This design comes from an exercise in tuning for small area, a short achievable clock period and few clock cycles on the open sky130 flow, not from production work. The RTL was checked by simulation tests, not by an equivalence proof against the original design. Power figures rest on the tool's default switching activity, not on a simulated workload.

==> flow/design.v (excerpt) <==
module sce_spu (
    input  wire         clk,
    input  wire         rst,
    input  wire         req_valid,
    output wire         req_ready,
    input  wire [127:0] req_word,
    input  wire         pay_valid,
    output wire         pay_ready,
    input  wire [7:0]   pay_data,
    output wire         tx_valid,
    input  wire         tx_ready,
    output wire [7:0]   tx_data,
    output wire         wr_req,
    output wire [17:0]  wr_len,
    output wire         rd_req,
    output wire [17:0]  rd_len,
    input  wire         tp_valid,
    input  wire [1:0]   tp_err,
    input  wire [31:0]  tp_info,
    input  wire         rx_valid,
    input  wire [7:0]   rx_data,
    output wire         slp_req,
    output wire [31:0]  slp_ms,
    input  wire         wake,
    output reg          res_valid,
    output reg  [1:0]   res_kind,
    output reg  [3:0]   res_code,
    output reg          dat_valid,
    output reg  [7:0]   dat_data,
    output wire [15:0]  status,
    output wire [24:0]  pincfg,
    output wire [31:0]  sckhz,
    output wire [17:0]  cbuf_len,
    output wire [17:0]  resp_owed,
    output wire [32:0]  elapsed,
    output wire [2:0]   fault_code,
    output wire [32:0]  fault_info0,
    output wire [32:0]  fault_info1,
    output wire [2:0]   cfault_code,
    output wire [32:0]  cfault_info0,
    output wire [32:0]  cfault_info1
);
Size in the first run: ~480 flip-flops, about 560 I/O pins.
export LEC_CHECK = 0
export CAP_MARGIN = 20
export CORE_MARGIN = 2
export CORE_UTILIZATION = 65
export CTS_CLUSTER_DIAMETER = 100
export CTS_CLUSTER_SIZE = 20
export PLACE_DENSITY = 0.72
export SLEW_MARGIN = 20
create_clock -name core_clock -period 11.0 [get_ports {clk}]
standard.sh (not shown) runs the stock make flow with config.mk's settings and CLKGATE_MAP_FILE= SYNTH_SCRIPT=/design/flow/synth_recipe.tcl, a recipe that flattens the netlist after the stock synthesis.
==> flow/flow/run.sh <==
#!/bin/bash
# Layout: the standard flow (standard.sh: unchanged synthesis and ORFS
# steps) with two layout choices passed to ORFS through its own variables:
#  - plain sky130_fd_sc_hd__buf_1 cells as the port buffers (every port still
#    gets one) instead of the default delay buffers;
#  - repair_timing aims for 7.25 ns of setup slack (SETUP_SLACK_MARGIN), so the
#    resizer keeps working on the longest paths after they meet 11 ns.
# make's full output goes to standard.log; each ORFS step keeps its own log
# under orfs/logs/.
set -euo pipefail
cd "$(dirname "$0")/.."
export BUFFER_PORTS_ARGS="-buffer_cell sky130_fd_sc_hd__buf_1"
export SETUP_SLACK_MARGIN=7.25
bash standard.sh > standard.log 2>&1
The starting point went through all stages and came out clean.
Testbench counts at the start, summed over its fixed seeds: cycles 57,501.
Then changed:
CORE_UTILIZATION = 70   (was 65)
PLACE_DENSITY = 0.75   (was 0.72)
Outcome: Register-to-register slack got worse by 0.06 ns. Final cell count is lower by about 1.1%. Via count grows by about 3.7%. Routed wire length rises by about 4%. First-iteration DRC count came out higher by about 15%. Global-route usage grows by 5.1 points. Cell area rises by 0.97%.

* * *

Setup of yarrow:
sce_spu, a different RTL version from the one above (not shown whole).
For scale: ~4000 cells after synthesis, roughly 440 flip-flops, ~0.031 mm² of cells after synthesis.
export LEC_CHECK = 0
export CAP_MARGIN = 20
export CORE_MARGIN = 2
export CORE_UTILIZATION = 70
export CTS_CLUSTER_DIAMETER = 100
export CTS_CLUSTER_SIZE = 20
export PLACE_DENSITY = 0.75
export SLEW_MARGIN = 20
create_clock -name core_clock -period 11.0 [get_ports {clk}]
==> flow/flow/run.sh <==
#!/bin/bash
# Layout: the standard flow (standard.sh: unchanged synthesis and ORFS
# steps) with two layout choices passed to ORFS through its own variables:
#  - plain sky130_fd_sc_hd__buf_1 cells as the port buffers (every port still
#    gets one) instead of the default delay buffers;
#  - repair_timing aims for 7 ns of setup slack (SETUP_SLACK_MARGIN), so the
#    resizer keeps working on the longest paths after they meet 11 ns.
# make's full output goes to standard.log; each ORFS step keeps its own log
# under orfs/logs/.
set -euo pipefail
cd "$(dirname "$0")/.."
export BUFFER_PORTS_ARGS="-buffer_cell sky130_fd_sc_hd__buf_1"
export SETUP_SLACK_MARGIN=7.0
bash standard.sh > standard.log 2>&1
yarrow did not stop at any stage, and its layout met the timing, design-rule and antenna checks.
Testbench counts of yarrow, summed over its fixed seeds: cycles 57,501.
Input changes introduced in juniper (baseline for comparison: yarrow):
- swapping 0.75 for 0.72 in PLACE_DENSITY
- swapping 70 for 65 in CORE_UTILIZATION
### Flow results
Re total power: juniper and yarrow aren't equal, and the higher value belongs to yarrow.
Across both runs, post-layout worst setup margin was lower for juniper than for yarrow.
In the flow results for juniper and yarrow, the HPWL after detailed placement is smaller on yarrow.
Between juniper and yarrow, it is juniper whose maximum number of pins on one net before global-route repair is lower, by about 50%.
Path type of the worst setup path = register to primary output: yarrow; path type of the worst setup path = input port to register: juniper
Diff yarrow -> juniper | clock period minus final worst setup slack | increase of 0.093 ns
juniper — routing usage on met3 2.2 points lower, yarrow as reference
From juniper to yarrow, fraction of synthesized cell area in xor and xnor cells did not move at all.

* * *

run A:
Another version of the RTL of sce_spu (not shown whole).
Size: ~440 flip-flops, roughly 560 I/O pins, about 31000 um2 of cells after synthesis.
==> flow/config.mk <==
export PLATFORM = sky130hd
export DESIGN_NAME = sce_spu
export DESIGN_NICKNAME = sce_spu
export VERILOG_FILES = /design/flow/design.v
export SDC_FILE = /design/flow/constraint.sdc
export NUM_CORES = 4
export LEC_CHECK = 0
export CAP_MARGIN = 20
export CORE_MARGIN = 2
export CORE_UTILIZATION = 70
export CTS_CLUSTER_DIAMETER = 100
export CTS_CLUSTER_SIZE = 20
export PLACE_DENSITY = 0.75
export SLEW_MARGIN = 20
==> flow/constraint.sdc <==
create_clock -name core_clock -period 11.0 [get_ports {clk}]
set_input_delay 2.2000 -clock core_clock [delete_from_list [all_inputs] [get_ports {clk}]]
set_output_delay 2.2000 -clock core_clock [all_outputs]
set_load 0.01 [all_outputs]
Scripts as last shown in full above: flow/flow/run.sh
Testbench counts of run A, summed over its fixed seeds: cycles 57,501.
The following lists how run B was set up differently from run A:
- a change of CORE_UTILIZATION from 70 to 65
- a change of PLACE_DENSITY from 0.75 to 0.72
### Flow results
Relative to run A, non-clock buffer count increased by 4 in run B. Setup WNS run A -> run B: worse. [compare] base=run A new=run B: starting density of the core went down by 4.2 points, placer congestion estimate went down by about 4%.

## re-timing with driven ports
How much do the figures lean on ideal ports? The routed layouts below were timed once more, with nothing changed but the port constraints. Step 1 sets driving cells, clkbuf_16 on the clock port and buf_2 on the other inputs (assumed; they add their load-dependent delay and slew). Step 2, shift: input delay + t, output delay - t, t = (earliest + latest rising clock arrival at the registers) / 2. This alone moves slack from input paths to output paths. Three values: no drivers, after step 1, after step 2; two values: the first two.
| run | t, ns | setup slack, ns | worst register clock-pin slew, ns |
|---|---|---|---|
| the first run of note 1 | 0.695 | 7.057 / 7.037 / 6.422 | 0.11 / 0.11 |
| the second run of note 1 | 0.684 | 6.999 / 6.999 / 6.494 | 0.11 / 0.11 |
| yarrow | 0.659 | 6.984 / 6.920 / 6.366 | 0.10 / 0.10 |
| juniper | 0.666 | 6.891 / 6.902 / 6.271 | 0.10 / 0.10 |
| run A | 0.677 | 6.947 / 6.883 / 6.369 | 0.11 / 0.11 |
| run B | 0.657 | 6.899 / 6.899 / 6.419 | 0.10 / 0.10 |
After both steps setup and hold are still met in every run listed. For the first run of note 1, which loses most, drivers alone change the setup slack by -0.020 ns; drivers and shift together by -0.635 ns.
